What follows belongs to an exercise in optimizing a design on an open flow for small area; a production flow would make more cautious choices.
Where RTL was checked, it was by simulation tests only, not by an equivalence proof against the original.
No activity file was given, so power comes from the tool's default toggle rates.

## esfp_rx
module esfp_rx #(
    parameter BUF_SIZE = 1514
) (
    input  wire         clk,
    input  wire         rst,         
    input  wire [127:0] lip,         
    input  wire         rx_valid,
    input  wire [7:0]   rx_data,
    input  wire         rx_last,
    output reg          done,
    output reg  [4:0]   disp,
    output reg          ck_done,
    output reg          ckok,
    output wire [31:0]  ckacc,
    output wire [15:0]  ckres
);
    localparam [4:0] DROP_OVERSIZE = 5'd1,  DROP_SHORT    = 5'd2,  DROP_ETHERTYPE = 5'd3,
                     DROP_VERSION  = 5'd4,  DROP_LENGTH   = 5'd5,  DROP_UL_SHORT  = 5'd6,
                     DROP_UDP_LEN  = 5'd7,  DROP_CKSUM    = 5'd8,  IGN_NH         = 5'd9,
                     IGN_ICMP_TYPE = 5'd10, IGN_NS_TARGET = 5'd11, REPLIED_NA     = 5'd12,
                     REPLIED_ECHO  = 5'd13, DELIVERED_NA  = 5'd14, DELIVERED_UDP  = 5'd15;
    function [26:0] radd;
        input [25:0] a;
        input [25:0] b;
        input        c;
        integer i;
        reg cy;
        begin
            cy = c;
            for (i = 0; i < 26; i = i + 1) begin
                radd[i] = a[i] ^ b[i] ^ cy;
                cy = (a[i] & b[i]) | (cy & (a[i] ^ b[i]));
            end
            radd[26] = cy;
        end
    endfunction
    function rlt11;
        input [10:0] a;
        input [10:0] b;
        integer i;
        reg lt;
        begin
            lt = 1'b0;
            for (i = 0; i < 11; i = i + 1)
                lt = (~a[i] & b[i]) | (~(a[i] ^ b[i]) & lt);
            rlt11 = lt;
        end
    endfunction
    localparam [10:0] Q0   = 11'd1994;           
  ...
Size in the first run: ~80 flip-flops.
export LEC_CHECK = 0
export ABC_CLOCK_PERIOD_IN_PS = 10000
export CAP_MARGIN = 20
export CORE_MARGIN = 2
export CORE_UTILIZATION = 65
export SLEW_MARGIN = 20
create_clock -name core_clock -period 10.0 [get_ports {clk}]
standard.sh (not shown) runs the stock make flow with config.mk's settings and CLKGATE_MAP_FILE= SYNTH_SCRIPT=/design/flow/synth_recipe.tcl, a recipe that flattens the netlist after the stock synthesis.
==> flow/flow/run.sh <==
#!/bin/bash
# Own layout flow: the standard flow with these changes.
#  - synthesis: the standard flow's script, with an area-oriented ABC script and full
#    adders only in the adder extraction (registers are unchanged);
#  - port buffers: the smallest buffer cell instead of the default choice;
#  - clock tree: no dummy load cells.
set -euo pipefail
HERE=$(pwd)
sed "1a source $HERE/flow/synth_override.tcl" synth_recipe.tcl > own_synth.tcl
sed "s#SYNTH_SCRIPT=[^ ]*#SYNTH_SCRIPT=$HERE/own_synth.tcl#" standard.sh > own_standard.sh
export BUFFER_PORTS_ARGS="-buffer_cell sky130_fd_sc_hd__buf_1"
export CTS_ARGS="-sink_clustering_enable -repair_clock_nets -dont_use_dummy_load -root_buf sky130_fd_sc_hd__clkbuf_8 -buf_list sky130_fd_sc_hd__clkbuf_4"
bash own_standard.sh > own_flow.log 2>&1
==> flow/flow/abc.script <==
strash
&get -n
&fraig -x
&put
scorr
dc2
strash
&get -n
&dch -f
&nf -R 1000
&put
==> flow/flow/synth_override.tcl <==
# Read by the synthesis script before ORFS's synth.tcl: map the logic with
# this flow's ABC script (an area-oriented one), extract only full adders
# (no half adders) for the adder mapping, and buffer pass-through wires with
# the smallest buffer.
set ::env(MIN_BUF_CELL_AND_PORTS) "sky130_fd_sc_hd__buf_1 A X"
set own_abc_script [file join [file dirname [info script]] abc.script]
proc abc {args} {
  global own_abc_script
  set i [lsearch -exact $args -script]
  if { $i >= 0 } { set args [lreplace $args [expr {$i + 1}] [expr {$i + 1}] $own_abc_script] }
  puts "abc (own flow): $args"
  yosys abc {*}$args
}
proc extract_fa {args} {
  puts "extract_fa (own flow): -fa"
  yosys extract_fa -fa
}
Next try:
--- a/flow/flow/run.sh
+++ b/flow/flow/run.sh
@@ -12 +12 @@
-export CTS_ARGS="-sink_clustering_enable -repair_clock_nets -dont_use_dummy_load -root_buf sky130_fd_sc_hd__clkbuf_8 -buf_list sky130_fd_sc_hd__clkbuf_4"
+export CTS_ARGS="-sink_clustering_enable -repair_clock_nets -dont_use_dummy_load -sink_clustering_size 30 -sink_clustering_max_diameter 100 -buf_list sky130_fd_sc_hd__clkbuf_8"
- CORE_UTILIZATION: 65 -> 55
Total power stays flat.
Clock power stays flat.
Utilization fell by 12 points.
Routed wire length is about the same.
Global-route usage decreases by 6.8 points.
Register-to-register slack improved by 0.15 ns.
Area after synthesis stays the same.
First-iteration DRC count drops by 27%.
Non-clock buffer count came out lower by 1.
Cell count rises by 0.93%.
Count of clock-buffer cells in the layout stays the same.
Next try:
--- a/flow/flow/run.sh
+++ b/flow/flow/run.sh
@@ -12 +12 @@
-export CTS_ARGS="-sink_clustering_enable -repair_clock_nets -dont_use_dummy_load -sink_clustering_size 30 -sink_clustering_max_diameter 100 -buf_list sky130_fd_sc_hd__clkbuf_8"
+export CTS_ARGS="-sink_clustering_enable -repair_clock_nets -dont_use_dummy_load -root_buf sky130_fd_sc_hd__clkbuf_8 -tree_buf sky130_fd_sc_hd__clkbuf_4 -buf_list sky130_fd_sc_hd__clkbuf_4"
- CORE_UTILIZATION: 55 -> 65
Result: The changed run produced a clean layout. Sequential share of layout area is about the same. Via count came out higher by 2.8%. Cell count fell by 0.92%. Combinational power came out higher by about 0.9%. Maximum frequency goes down by 1.7%. Register-to-register slack degrades by 0.15 ns.

* * *

## branch xenon
Another version of the RTL of esfp_rx (not shown whole).
Size in the first run: roughly 73 flip-flops, ~200 I/O pins, ~5300 um2 of cells after synthesis.
==> flow/design.v (excerpt) <==
module esfp_rx #(
    parameter BUF_SIZE = 1514
) (
    input  wire         clk,
    input  wire         rst,         
    input  wire [127:0] lip,         
    input  wire         rx_valid,
    input  wire [7:0]   rx_data,
    input  wire         rx_last,
    output reg          done,
    output reg  [4:0]   disp,
    output reg          ck_done,
    output wire         ckok,
    output wire [31:0]  ckacc,
    output wire [15:0]  ckres
);
==> flow/config.mk <==
export PLATFORM = sky130hd
export DESIGN_NAME = esfp_rx
export DESIGN_NICKNAME = esfp_rx
export VERILOG_FILES = /design/flow/design.v
export SDC_FILE = /design/flow/constraint.sdc
export NUM_CORES = 4
export LEC_CHECK = 0
export ABC_CLOCK_PERIOD_IN_PS = 10000
export CAP_MARGIN = 20
export CORE_MARGIN = 2
export CORE_UTILIZATION = 40
export CTS_BUF_LIST = sky130_fd_sc_hd__clkbuf_4
export SLEW_MARGIN = 20
==> flow/constraint.sdc <==
create_clock -name core_clock -period 10.0 [get_ports {clk}]
set_input_delay 2.0000 -clock core_clock [delete_from_list [all_inputs] [get_ports {clk}]]
set_output_delay 2.0000 -clock core_clock [all_outputs]
set_load 0.01 [all_outputs]
==> flow/flow/run.sh <==
#!/bin/bash
# Own layout flow: the standard flow with two changes.
#  - synthesis: the standard flow's script, with ABC's default mapping script and without
#    the full-adder extraction (smaller logic; registers are unchanged);
#  - port buffers: the smallest buffer cell instead of the default choice.
set -euo pipefail
HERE=$(pwd)
sed "1a source $HERE/flow/synth_override.tcl" synth_recipe.tcl > own_synth.tcl
sed "s#SYNTH_SCRIPT=[^ ]*#SYNTH_SCRIPT=$HERE/own_synth.tcl#" standard.sh > own_standard.sh
export BUFFER_PORTS_ARGS="-buffer_cell sky130_fd_sc_hd__buf_1"
bash own_standard.sh > own_flow.log 2>&1
==> flow/flow/synth_override.tcl <==
# Read by the synthesis script before ORFS's synth.tcl: map the logic with
# this flow's ABC script (an area-oriented one), keep full adders out of the
# adder mapping, and buffer pass-through wires with the smallest buffer.
if { [info exists ::env(ADDER_MAP_FILE)] } { unset ::env(ADDER_MAP_FILE) }
set ::env(MIN_BUF_CELL_AND_PORTS) "sky130_fd_sc_hd__buf_1 A X"
set own_abc_script [file join [file dirname [info script]] abc.script]
proc abc {args} {
  global own_abc_script
  set i [lsearch -exact $args -script]
  if { $i >= 0 } { set args [lreplace $args [expr {$i + 1}] [expr {$i + 1}] $own_abc_script] }
  puts "abc (own flow): $args"
  yosys abc {*}$args
}
Scripts as last shown in full above: flow/flow/abc.script
The following lists how branch yarrow was set up differently from branch xenon:
- changing CTS_BUF_LIST from sky130_fd_sc_hd__clkbuf_4 to sky130_fd_sc_hd__clkbuf_8
==> comparison <==
branch xenon closes out successfully: all stages finished, all timing, DRC and antenna checks passed. branch yarrow | status: complete | timing, DRC, antenna: pass. Between branch xenon and branch yarrow, the flow reports number of gates resized after CTS decreasing by more than 10%. Worst setup path startpoint = acc[1]: branch xenon; worst setup path startpoint = acc[17]: branch yarrow. Total power in branch yarrow vs branch xenon: up 5.1%. Cell count essentially unchanged between branch xenon and branch yarrow. In the tables for branch yarrow and branch xenon, amount of wire on met3 after detailed routing reads lower with branch yarrow.
Function was not checked in any run of this note: the RTL went through the layout flow alone.

* * *

The RTL this note starts from:
==> flow/design.v <==
module esfp_rx #(
    parameter BUF_SIZE = 1514
) (
    input  wire         clk,
    input  wire         rst,         
    input  wire [127:0] lip,         
    input  wire         rx_valid,
    input  wire [7:0]   rx_data,
    input  wire         rx_last,
    output reg          done,
    output reg  [4:0]   disp,
    output reg          ck_done,
    output reg          ckok,
    output wire [31:0]  ckacc,
    output wire [15:0]  ckres
);
    localparam [4:0] DROP_OVERSIZE = 5'd1,  DROP_SHORT    = 5'd2,  DROP_ETHERTYPE = 5'd3,
                     DROP_VERSION  = 5'd4,  DROP_LENGTH   = 5'd5,  DROP_UL_SHORT  = 5'd6,
                     DROP_UDP_LEN  = 5'd7,  DROP_CKSUM    = 5'd8,  IGN_NH         = 5'd9,
                     IGN_ICMP_TYPE = 5'd10, IGN_NS_TARGET = 5'd11, REPLIED_NA     = 5'd12,
                     REPLIED_ECHO  = 5'd13, DELIVERED_NA  = 5'd14, DELIVERED_UDP  = 5'd15;
    function [26:0] radd;
        input [25:0] a;
        input [25:0] b;
        input        c;
        integer i;
        reg cy;
        begin
            cy = c;
            for (i = 0; i < 26; i = i + 1) begin
                radd[i] = a[i] ^ b[i] ^ cy;
                cy = (a[i] & b[i]) | (cy & (a[i] ^ b[i]));
            end
            radd[26] = cy;
        end
    endfunction
    function rlt11;
        input [10:0] a;
        input [10:0] b;
        integer i;
        reg lt;
        begin
            lt = 1'b0;
            for (i = 0; i < 11; i = i + 1)
                lt = (~a[i] & b[i]) | (~(a[i] ^ b[i]) & lt);
            rlt11 = lt;
        end
    endfunction
    localparam [10:0] Q0   = 11'd1994;           
    localparam [10:0] QSAT = 11'd1461;           
    reg  [10:0] q;
    reg  [10:0] plen;        
    reg         eth_bad;     
    reg         ver_bad;     
    reg         nh_icmp;     
    reg         nh_udp;      
    reg  [1:0]  ty;          
    reg         tgt_eq;      
    reg         ulen_ok;     
    reg  [15:0] fld;         
    reg  [25:0] acc;         
    reg         c16;         
    reg         seg;         
    reg         eac;         
    reg         fin1, fin2, fin3;  
    wire        neg     = (&q[10:6]) && (q[5] || q[4] || (q[3] && (q[2] || q[1])));
    wire        in_addr = &q[10:5];                  
    wire        is_fld  = (nh_icmp && q[10:1] == 10'd1) || (nh_udp && q[10:1] == 10'd3);
    wire        p18     = q == Q0 + 11'd18;
    wire        p19     = q == Q0 + 11'd19;
    wire        p20     = q == Q0 + 11'd20;
    wire        summed  = in_addr || p18 || p19 || p20 || (seg && !is_fld);
    wire        lowb    = q[0] || p20;               
    wire [7:0]  addb    = (rx_valid && summed) ? rx_data : 8'd0;
    wire [15:0] acc_b   = p18 ? 16'd0 : acc[15:0];
    wire [26:0] lo_n    = radd({10'd0, acc_b}, lowb ? {18'd0, addb} : {10'd0, addb, 8'd0}, 1'b0);
    wire [26:0] hi_n    = radd({16'd0, acc[25:16]}, 26'd0, c16);
    wire        qsat    = q == QSAT;
    wire [26:0] q_n     = radd({15'd0, q}, 26'd0, rx_valid && !qsat);
    wire [10:0] q_nx    = done ? Q0 : q_n[10:0];
    wire [3:0]  tk      = {~q[3], q[2:0]};
    reg  [7:0]  lip_b;
    integer k;
    always @(*) begin
        lip_b = 8'd0;
        for (k = 0; k < 16; k = k + 1)
            lip_b = lip_b | (lip[8*(15 - k) +: 8] & {8{tk == k}});
    end
    wire        in_tgt  = q[10:3] == 8'd1 || q[10:3] == 8'd2;
    wire [15:0] nlo     = ~acc[15:0];
    wire [15:0] nhi     = {6'h3F, ~acc[25:16]};
    wire [26:0] fold0   = radd({10'd0, nlo}, {10'd0, nhi}, 1'b0);
    wire [7:0]  plen_b  = q[0] ? plen[7:0] : {5'd0, plen[10:8]};
    always @(posedge clk) begin
        if (rst) begin
            q    <= Q0;
            fin1 <= 1'b0;
            fin2 <= 1'b0;
            fin3 <= 1'b0;
            done <= 1'b0;
        end else begin
            fin1 <= rx_valid && rx_last;
            fin2 <= fin1;
            fin3 <= fin2;
            done <= fin3;
            q    <= q_nx;
        end
        seg         <= rlt11(q_nx, plen);
        acc[15:0]   <= lo_n[15:0];
        c16         <= lo_n[16];
        acc[25:16]  <= p18 ? 10'd0 : hi_n[9:0];
        eac         <= fold0[16];
        ckok        <= ckres == fld;
        if (rx_valid) begin
            if (q == Q0 + 11'd12) eth_bad <= rx_data != 8'h86;
            if (q == Q0 + 11'd13 && rx_data != 8'hDD) eth_bad <= 1'b1;
            if (q == Q0 + 11'd14) ver_bad <= rx_data[7:4] != 4'd6;
            if (p18) begin
                plen[10:8] <= (|rx_data[7:3]) ? 3'b111 : rx_data[2:0];
            end
            if (p19) plen[7:0] <= rx_data;
            if (p20) begin
                nh_icmp <= rx_data == 8'd58;
                nh_udp  <= rx_data == 8'd17;
            end
            if (q == 11'd0)
                ty <= (rx_data == 8'd128) ? 2'd1 : (rx_data == 8'd135) ? 2'd2 :
                      (rx_data == 8'd136) ? 2'd3 : 2'd0;
            if (q == 11'd4) ulen_ok <= rx_data == plen_b;
            if (q == 11'd5 && rx_data != plen_b) ulen_ok <= 1'b0;
            if (in_tgt) tgt_eq <= (tgt_eq || q == 11'd8) && rx_data == lip_b;
            if (is_fld) fld <= {fld[7:0], rx_data};
        end
    end
    wire [26:0] fold2   = radd({10'd0, nlo}, {10'd0, nhi}, eac);
    assign ckres  = fold2[15:0];
    assign ckacc  = {6'd0, acc};
    wire lt4  = plen[10:2] == 9'd0;
    wire lt8  = plen[10:3] == 8'd0;
    wire lt24 = plen[10:5] == 6'd0 && !(plen[4] && plen[3]);
    always @(*) begin
        ck_done = 1'b0;
        if (qsat)
            disp = DROP_OVERSIZE;
        else if (neg)
            disp = DROP_SHORT;
        else if (eth_bad)
            disp = DROP_ETHERTYPE;
        else if (ver_bad)
            disp = DROP_VERSION;
        else if (seg)
            disp = DROP_LENGTH;
        else if (nh_icmp) begin
            if (lt4)
                disp = DROP_UL_SHORT;
            else begin
                ck_done = 1'b1;
                if (!ckok)
                    disp = DROP_CKSUM;
                else if (ty[1] && lt24)
                    disp = DROP_UL_SHORT;
                else if (ty == 2'd2)
                    disp = tgt_eq ? REPLIED_NA : IGN_NS_TARGET;
                else if (ty == 2'd3)
                    disp = DELIVERED_NA;
                else if (ty == 2'd1)
                    disp = REPLIED_ECHO;
                else
                    disp = IGN_ICMP_TYPE;
            end
        end else if (nh_udp) begin
            if (lt8)
                disp = DROP_UL_SHORT;
            else if (!ulen_ok)
                disp = DROP_UDP_LEN;
            else begin
                ck_done = 1'b1;
                disp    = ckok ? DELIVERED_UDP : DROP_CKSUM;
            end
        end else
            disp = IGN_NH;
    end
endmodule
==> flow/config.mk <==
export PLATFORM = sky130hd
export DESIGN_NAME = esfp_rx
export DESIGN_NICKNAME = esfp_rx
export VERILOG_FILES = /design/flow/design.v
export SDC_FILE = /design/flow/constraint.sdc
export NUM_CORES = 4
export LEC_CHECK = 0
export ABC_CLOCK_PERIOD_IN_PS = 10000
export CAP_MARGIN = 20
export CORE_MARGIN = 2
export CORE_UTILIZATION = 65
export SLEW_MARGIN = 20
==> flow/constraint.sdc <==
create_clock -name core_clock -period 10.0 [get_ports {clk}]
set_input_delay 2.0000 -clock core_clock [delete_from_list [all_inputs] [get_ports {clk}]]
set_output_delay 2.0000 -clock core_clock [all_outputs]
set_load 0.01 [all_outputs]
==> flow/flow/run.sh <==
#!/bin/bash
# Own layout flow: the standard flow with these changes.
#  - synthesis: the standard flow's script, with an area-oriented ABC script and full
#    adders only in the adder extraction (registers are unchanged);
#  - port buffers: the smallest buffer cell instead of the default choice;
#  - clock tree: no dummy load cells.
set -euo pipefail
HERE=$(pwd)
sed "1a source $HERE/flow/synth_override.tcl" synth_recipe.tcl > own_synth.tcl
sed "s#SYNTH_SCRIPT=[^ ]*#SYNTH_SCRIPT=$HERE/own_synth.tcl#" standard.sh > own_standard.sh
export BUFFER_PORTS_ARGS="-buffer_cell sky130_fd_sc_hd__buf_1"
export CTS_ARGS="-sink_clustering_enable -repair_clock_nets -dont_use_dummy_load -buf_list sky130_fd_sc_hd__clkbuf_8"
bash own_standard.sh > own_flow.log 2>&1
==> flow/flow/abc.script <==
strash
&get -n
&fraig -x
&put
scorr
dc2
strash
dc2
strash
&get -n
&dch -f
&nf -R 1000
&put
==> flow/flow/synth_override.tcl <==
# Read by the synthesis script before ORFS's synth.tcl: map the logic with
# this flow's ABC script (an area-oriented one), extract only full adders
# (no half adders) for the adder mapping, and buffer pass-through wires with
# the smallest buffer.
set ::env(MIN_BUF_CELL_AND_PORTS) "sky130_fd_sc_hd__buf_1 A X"
set own_abc_script [file join [file dirname [info script]] abc.script]
proc abc {args} {
  global own_abc_script
  set i [lsearch -exact $args -script]
  if { $i >= 0 } { set args [lreplace $args [expr {$i + 1}] [expr {$i + 1}] $own_abc_script] }
  puts "abc (own flow): $args"
  yosys abc {*}$args
}
proc extract_fa {args} {
  puts "extract_fa (own flow): -fa"
  yosys extract_fa -fa
}
Change:
--- a/flow/flow/run.sh
+++ b/flow/flow/run.sh
@@ -12 +12 @@
-export CTS_ARGS="-sink_clustering_enable -repair_clock_nets -dont_use_dummy_load -buf_list sky130_fd_sc_hd__clkbuf_8"
+export CTS_ARGS="-sink_clustering_enable -repair_clock_nets -dont_use_dummy_load -root_buf sky130_fd_sc_hd__clkbuf_8 -buf_list sky130_fd_sc_hd__clkbuf_4"
==> flow/flow/abc.script (replaced) <==
strash
&get -n
&fraig -x
&put
scorr
dc2
strash
&get -n
&dch -f
&nf -R 1000
&put
CAP_MARGIN = 10   (was 20)
GPL_TIMING_DRIVEN = 0   (was default)
SLEW_MARGIN = 10   (was 20)
Outcome: Routed wire length fell by a few percent. Register-to-register slack loses 0.14 ns. Worst setup slack improved by 0.063 ns. Non-clock buffer count goes up by 3. Via count is lower slightly. Global-route usage came out lower by 1.9 points. Worst hold slack hardly moves. Synthesized cell count stays the same.

## port drivers added, routing unchanged
No port has a modelled driver above. Below, the same layouts with a new extraction and two added sets of constraints. Step 1 assumes that a clkbuf_16 drives the clock port and a buf_2 every other input. Step 2 also shifts input and output timing later by t, the mid clock arrival at the registers, as if the neighbouring blocks saw the same clock. Slacks: no drivers / after step 1 / after step 2; pairs: no drivers / after step 1.
run	shift t [ns]	setup WS [ns]	hold slack, ns	latest minus earliest clock arrival (ns)	worst register clock-pin slew, ns
the first run of note 1	0.385	1.384 / 1.384 / 1.077	0.451 / 0.451 / 0.451	0.023 / 0.023	0.08 / 0.08
the second run of note 1	0.382	1.534 / 1.534 / 1.221	0.444 / 0.444 / 0.444	0.021 / 0.021	0.08 / 0.08
the third run of note 1	0.385	1.384 / 1.384 / 1.077	0.451 / 0.451 / 0.451	0.023 / 0.023	0.08 / 0.08
branch xenon	0.483	0.330 / 0.296 / 0.581	0.501 / 0.501 / 0.501	0.016 / 0.016	0.12 / 0.12
branch yarrow	0.398	0.333 / 0.300 / 0.553	0.496 / 0.496 / 0.496	0.015 / 0.015	0.09 / 0.09
the first run of note 3	0.381	1.328 / 1.341 / 0.961	0.448 / 0.448 / 0.448	0.041 / 0.041	0.10 / 0.10
the second run of note 3	0.386	1.392 / 1.392 / 1.193	0.450 / 0.450 / 0.450	0.023 / 0.023	0.08 / 0.08
After both steps every run listed still meets setup and hold. The setup slack of the first run of note 3, which loses most, moves by +0.013 ns with the drivers and by -0.367 ns with both steps.
